This is an optimization exercise on Yosys and OpenROAD, whose aim is small area, a short achievable clock period and few clock cycles, not a production implementation. In this exercise RTL edits were held to simulation tests only and were not proved equivalent to the original. Power figures rest on the tool's default switching activity, not on a simulated workload.

==> inputs of branch yarrow <==
## vu128_codec
module vu128_codec (
    input  wire         clk,
    input  wire         rst,
    input  wire         req_valid,
    output wire         req_ready,
    input  wire [7:0]   req_op,
    input  wire [127:0] req_a,
    input  wire [15:0]  req_off,
    input  wire [15:0]  req_len,
    output reg          rsp_valid,
    output reg  [2:0]   rsp_status,
    output wire         rsp_trunc,
    output wire [127:0] rsp_r,
    output reg  [4:0]   rsp_n,
    output reg          mem_valid,
    output reg          mem_we,
    output reg  [15:0]  mem_addr,
    output reg  [7:0]   mem_wdata,
    input  wire         mem_ready,
    input  wire [7:0]   mem_rdata
);
clock: 8.0 ns
lec_check: 0
abc_clock_period_in_ps: 3500
cap_margin: 20
core_margin: 2
core_utilization: 40
place_density: 0.6
setup_slack_margin: 4.4
slew_margin: 20
standard.sh (not shown) runs the stock make flow with config.mk's settings and CLKGATE_MAP_FILE= SYNTH_SCRIPT=/design/flow/synth_recipe.tcl, a recipe that flattens the netlist after the stock synthesis.
==> flow/flow/run.sh <==
#!/bin/bash
# The standard layout (standard.sh, its synthesis unchanged), with the
# ports buffered by plain buffers instead of the delay cells buffer_ports
# picks by default. make's output, which holds every tool's output, goes to
# standard_flow.log; ORFS keeps each step's own log under orfs/logs/.
set -euo pipefail
bash standard.sh 'BUFFER_PORTS_ARGS=-buffer_cell sky130_fd_sc_hd__buf_1' finish > standard_flow.log 2>&1
==> inputs of branch pepper, as changes to branch yarrow <==
--- a/flow/design.v
+++ b/flow/design.v
@@ -25,15 +25,16 @@
                      ST_WIDTH    = 3'd3,
                      ST_ILLEGAL  = 3'd4;
     assign rsp_trunc = 1'b0;
     reg         rdy;                     
     reg         s_prep, s_enc, s_dec0, s_decn, s_map, s_clr;
     reg [2:0]   pst;         
     reg [127:0] R;
-    reg [16:0]  room;        
+    reg [5:0]   room;        
+    reg         rneg;        
     reg [2:0]   wc_q;
     reg         fid, fze, fzd, fb32, fb64;
     reg         sgn_q;       
     reg [4:0]   cnt;         
     reg [4:0]   nlen;        
     reg [1:0]   wsel;        
     reg         dlg;         
@@ -97,15 +98,34 @@
             3'd0:    r_maxlen = 5'd2;
             3'd1:    r_maxlen = 5'd3;
             3'd2:    r_maxlen = 5'd5;
             3'd3:    r_maxlen = 5'd9;
             default: r_maxlen = 5'd17;
         endcase
     end
-    wire [16:0] r_room = {1'b0, req_len} - {1'b0, req_off};
+    wire [10:0] r_lh = req_len[15:5];
+    wire [10:0] r_oh = req_off[15:5];
+    wire [5:0]  r_ld = {1'b0, req_len[4:0]} - {1'b0, req_off[4:0]};    
+    wire        r_heq = (r_lh == r_oh);
+    wire        r_hp1 = (r_lh == r_oh + 11'd1);
+    wire        r_neg = (r_lh < r_oh) || (r_heq && r_ld[5]);
+    wire [5:0]  r_sat = r_neg ? 6'd0 :
+                        r_heq ? r_ld :
+                        r_hp1 ? {~r_ld[5], r_ld[4:0]} : 6'd63;
+    wire        r_empty = (r_lh < r_oh) || (r_heq && (req_len[4:0] <= req_off[4:0]));    
+    reg  [4:0]  r_ceq, r_chp;
+    integer w;
+    always @(*) begin
+        for (w = 0; w < 5; w = w + 1) begin
+            r_ceq[w] = ({2'b00, req_len[4:0]} < {2'b00, req_off[4:0]} + ((w == 0) ? 7'd2 : (w == 1) ? 7'd3 : (w == 2) ? 7'd5 : (w == 3) ? 7'd9 : 7'd17));
+            r_chp[w] = ({2'b01, req_len[4:0]} < {2'b00, req_off[4:0]} + ((w == 0) ? 7'd2 : (w == 1) ? 7'd3 : (w == 2) ? 7'd5 : (w == 3) ? 7'd9 : 7'd17));
+        end
+    end
+    wire [2:0]  r_wi = (r_wc > 3'd4) ? 3'd4 : r_wc;
+    wire        r_cap = (r_lh < r_oh) || (r_heq && r_ceq[r_wi]) || (r_hp1 && r_chp[r_wi]);
     integer k;
     wire [127:0] ra = req_a;
     reg  [15:0]  nzA;        
     reg  [15:1]  nzZ;        
     reg  [15:1]  f_nz;
     reg          f7, f14, f21, f28;
     wire [4:0]   rb = r_wth;
@@ -132,15 +152,15 @@
     always @(posedge clk) begin
         if (!s_map) begin
             pnz  <= f_nz;
             pb7  <= f7;
             pb14 <= f14;
             pb21 <= f21;
             pb28 <= f28;
-            pcap <= r_room[16] || (r_room[15:0] < {11'd0, r_maxlen});
+            pcap <= r_cap;
         end
     end
     always @(posedge clk) begin
         if (rst) pk <= 1'b0;
         else if (!s_map) pk <= req_valid & ~rdy;
     end
     reg [3:0]  hi;           
@@ -171,15 +191,15 @@
             3'd0:    maxlen = 5'd2;
             3'd1:    maxlen = 5'd3;
             3'd2:    maxlen = 5'd5;
             3'd3:    maxlen = 5'd9;
             default: maxlen = 5'd17;
         endcase
     end
-    wire        no_room = room[16] || (room[15:0] < {11'd0, maxlen});
+    wire        no_room = rneg || (room < {1'b0, maxlen});
     reg [7:0] e_next;
     always @(*) begin
         case (wsel)
             2'd0:    e_next = R[7:0];
             2'd1:    e_next = R[11:4];
             2'd2:    e_next = R[12:5];
             default: e_next = R[13:6];
@@ -200,18 +220,17 @@
         else case (b[3:0])
             4'd0: d_len = 5'd2;   4'd1: d_len = 5'd3;   4'd2: d_len = 5'd4;   4'd3: d_len = 5'd5;
             4'd4: d_len = 5'd6;   4'd5: d_len = 5'd7;   4'd6: d_len = 5'd8;   4'd7: d_len = 5'd9;
             4'd8: d_len = 5'd10;  4'd9: d_len = 5'd11;  4'd10: d_len = 5'd12; 4'd11: d_len = 5'd13;
             4'd12: d_len = 5'd14; 4'd13: d_len = 5'd15; 4'd14: d_len = 5'd16; default: d_len = 5'd17;
         endcase
     end
-    wire        rsmall = (room[15:5] == 11'd0);
     reg  [17:2] rlt;
     integer q;
-    always @(*) for (q = 2; q <= 17; q = q + 1) rlt[q] = rsmall && (room[4:0] < q);
+    always @(*) for (q = 2; q <= 17; q = q + 1) rlt[q] = (room < q);
     wire d_short = ~d_small & (d_m2 ? rlt[2] : d_m3 ? rlt[3] : d_m4 ? rlt[4] : rlt[{1'b0, b[3:0]} + 5'd2]);
     reg [8:0] d_wbits;
     always @(*) begin
         case (wc_q)
             3'd0:    d_wbits = 9'd8;
             3'd1:    d_wbits = 9'd16;
             3'd2:    d_wbits = 9'd32;
@@ -276,15 +295,15 @@
                         s_prep <= 1'b1;
                     end else if (pcap) begin
                         s_clr <= 1'b1; pst <= ST_CAPACITY;
                     end else begin
                         s_enc <= 1'b1;
                         mem_valid <= 1'b1;
                     end
-                end else if (req_off >= req_len) begin
+                end else if (r_empty) begin
                     s_clr <= 1'b1; pst <= ST_SHORT;
                 end else begin
                     s_dec0 <= 1'b1;
                     mem_valid <= 1'b1;
                 end
             end
             if (s_map | s_clr) begin
@@ -336,15 +355,16 @@
                     rsp_valid <= 1'b1;
                 end
             end
         end
     end
     always @(posedge clk) begin
         if (rdy) begin
-            room     <= {1'b0, req_len} - {1'b0, req_off};
+            room     <= r_sat;
+            rneg     <= r_neg;
             wc_q     <= r_wc;
             fid      <= r_id;
             fze      <= r_ze;
             fzd      <= r_zd;
             fb32     <= r_br & (r_wc == 3'd2);
             fb64     <= r_br & (r_wc != 3'd2);
             sgn_q    <= r_sgn;
==> inputs of branch tundra, as changes to branch yarrow <==
--- a/flow/design.v
+++ b/flow/design.v
@@ -99,47 +99,21 @@
             3'd2:    r_maxlen = 5'd5;
             3'd3:    r_maxlen = 5'd9;
             default: r_maxlen = 5'd17;
         endcase
     end
     wire [16:0] r_room = {1'b0, req_len} - {1'b0, req_off};
     integer k;
-    wire [127:0] ra = req_a;
-    reg  [15:0]  nzA;        
-    reg  [15:1]  nzZ;        
-    reg  [15:1]  f_nz;
-    reg          f7, f14, f21, f28;
-    wire [4:0]   rb = r_wth;
-    integer kk;
-    always @(*) begin
-        for (kk = 0; kk < 16; kk = kk + 1) nzA[kk] = |ra[8*kk +: 8];
-        for (kk = 1; kk < 16; kk = kk + 1)
-            nzZ[kk] = r_sgn ? ~&ra[8*kk-1 +: 8] : |ra[8*kk-1 +: 8];
-        for (kk = 1; kk < 16; kk = kk + 1) begin
-            f_nz[kk] = (r_id & nzA[kk]) | (r_ze & nzZ[kk]);
-            if (kk < 4) f_nz[kk] = f_nz[kk] | (r_br & (r_wc == 3'd2) & nzA[3-kk]);
-            if (kk < 8) f_nz[kk] = f_nz[kk] | (r_br & (r_wc != 3'd2) & nzA[7-kk]);
-            f_nz[kk] = f_nz[kk] & rb[(kk >= 8) ? 4 : (kk >= 4) ? 3 : (kk >= 2) ? 2 : 1];
-        end
-        f7  = (r_id & ra[7]) | (r_ze & (ra[6] ^ r_sgn)) |
-              (r_br & (r_wc == 3'd2) & ra[24]) | (r_br & (r_wc != 3'd2) & ra[56]);
-        f14 = ((r_id & |ra[15:14]) | (r_ze & |(ra[14:13] ^ {2{r_sgn}})) |
-               (r_br & (r_wc == 3'd2) & |ra[17:16]) | (r_br & (r_wc != 3'd2) & |ra[49:48])) & rb[1];
-        f21 = ((r_id & |ra[23:21]) | (r_ze & |(ra[22:20] ^ {3{r_sgn}})) |
-               (r_br & (r_wc == 3'd2) & |ra[10:8]) | (r_br & (r_wc != 3'd2) & |ra[42:40])) & rb[2];
-        f28 = ((r_id & |ra[31:28]) | (r_ze & |(ra[30:27] ^ {4{r_sgn}})) |
-               (r_br & (r_wc == 3'd2) & |ra[3:0]) | (r_br & (r_wc != 3'd2) & |ra[35:32])) & rb[2];
-    end
     always @(posedge clk) begin
         if (!s_map) begin
-            pnz  <= f_nz;
-            pb7  <= f7;
-            pb14 <= f14;
-            pb21 <= f21;
-            pb28 <= f28;
+            for (k = 1; k < 16; k = k + 1) pnz[k] <= |mapv[8*k +: 8];
+            pb7  <= mapv[7];
+            pb14 <= |mapv[15:14];
+            pb21 <= |mapv[23:21];
+            pb28 <= |mapv[31:28];
             pcap <= r_room[16] || (r_room[15:0] < {11'd0, r_maxlen});
         end
     end
     always @(posedge clk) begin
         if (rst) pk <= 1'b0;
         else if (!s_map) pk <= req_valid & ~rdy;
     end
==> flow/run.sh (new file) <==
#!/bin/bash
# synth_recipe.tcl (not shown) runs the flow's synth.tcl, then flattens the netlist and writes it again
# the make line also repeats each setting of config.mk as NAME=value (left out here)
make -C /OpenROAD-flow-scripts/flow DESIGN_CONFIG=/design/flow/config.mk WORK_HOME=/design/flow/orfs CLKGATE_MAP_FILE= SYNTH_SCRIPT=/design/flow/synth_recipe.tcl finish
removed: flow/flow/run.sh
removed: flow/standard.sh
==> summary.md <==
| Metric | Value |
|---|---|
| Total Power | `between 4 and 5 mW` |
| Die area | `0.0519 mm^2` |
| M3 GR Usage | `between 7 and 8%` |
| Initial Utilization | `40.3%` |
| Clock sinks | `242` |
| Signal buffers | `around 410` |
| Seq/Total Area, Yosys | `slightly below 30%` |
| Worst-Skew Late Latency | `just under 0.6 ns` |
| Multi-Input Combinational | `1976` |
| DRT Wirelength | `97500 um` |
| Std-Cell Rows | `between 80 and 90` |
| Footprint of the multi-input gates | `between 0.01 and 0.015 mm^2` |
| Synth Area in Adders | `around 2.1%` |
| Status | `finished clean` |
| # diodes | `3` |
[end of results for branch yarrow]
==> summary.md <==
| Metric | Value |
|---|---|
| Initial Utilization | `40.3%` |
| M3 GR Usage | `~6.5%` |
| DRT Wirelength | `102000 um` |
| Synth Area in Adders | `2.14%` |
| Std-Cell Rows | `81` |
| Die area | `0.0509 mm^2` |
| Multi-Input Combinational | `just under 2000` |
| Total Power | `between 4 and 5 mW` |
| Seq/Total Area, Yosys | `around 30%` |
| Footprint of the multi-input gates | `~0.015 mm^2` |
| Status | `finished clean` |
| Clock sinks | `approximately 240` |
| Signal buffers | `around 500` |
[end of results for branch tundra]
==> summary.md <==
| Metric | Value |
|---|---|
| Synth Area in Adders | `3.47%` |
| Std-Cell Rows | `slightly above 80` |
| Signal buffers | `between 300 and 400` |
| Total Power | `between 3 and 4 mW` |
| Multi-Input Combinational | `2005` |
| Status | `finished clean` |
| Clock sinks | `about 230` |
| Worst-Skew Late Latency | `~0.60 ns` |
| # diodes | `1` |
| Footprint of the multi-input gates | `between 0.01 and 0.015 mm^2` |
| Seq/Total Area, Yosys | `a little over a quarter` |
| Die area | `0.0530 mm^2` |
| Count of final hold-check violations | `0` |
| Initial Utilization | `between 40% and 50%` |
| DRT Wirelength | `96900 um` |
| CP max FO | `18` |
| M3 GR Usage | `between 6 and 7%` |
[end of results for branch pepper]
Testbench counts of branch yarrow, summed over its fixed seeds: cycles 28,309.
Testbench counts of branch pepper, summed over its fixed seeds: cycles 28,309.
Testbench counts of branch tundra, summed over its fixed seeds: cycles 28,309.

## afterwards: timing with drivers on the ports
Ports are ideal in the flow. The routed layouts listed here were re-timed in OpenROAD. Step 1 sets driving cells, clkbuf_16 on the clock port and buf_2 on the other inputs (assumed; they add their load-dependent delay and slew). Step 2 adds t to the input delays and takes it off the output delays; t is the mean of the earliest and latest rising clock arrival at the registers after step 1. Input paths then give back, and output paths get back, about the clock's delay inside the block. a / b / c = no drivers / after step 1 / after step 2; a / b = the first two.
| run | shift t [ns] | slack for setup (ns) | worst setup path after step 2 | worst register clock-pin slew, ns |
|---|---|---|---|---|
| branch yarrow | 0.642 | 3.936 / 3.946 / 3.304 | input to register | 0.07 / 0.07 |
| branch pepper | 0.647 | 4.337 / 4.379 / 3.731 | input to register | 0.07 / 0.07 |
| branch tundra | 0.653 | 4.124 / 4.130 / 3.477 | input to register | 0.07 / 0.07 |
After both steps every run listed still meets setup and hold. For branch tundra, which loses most, drivers alone change the setup slack by +0.006 ns; drivers and shift together by -0.647 ns.
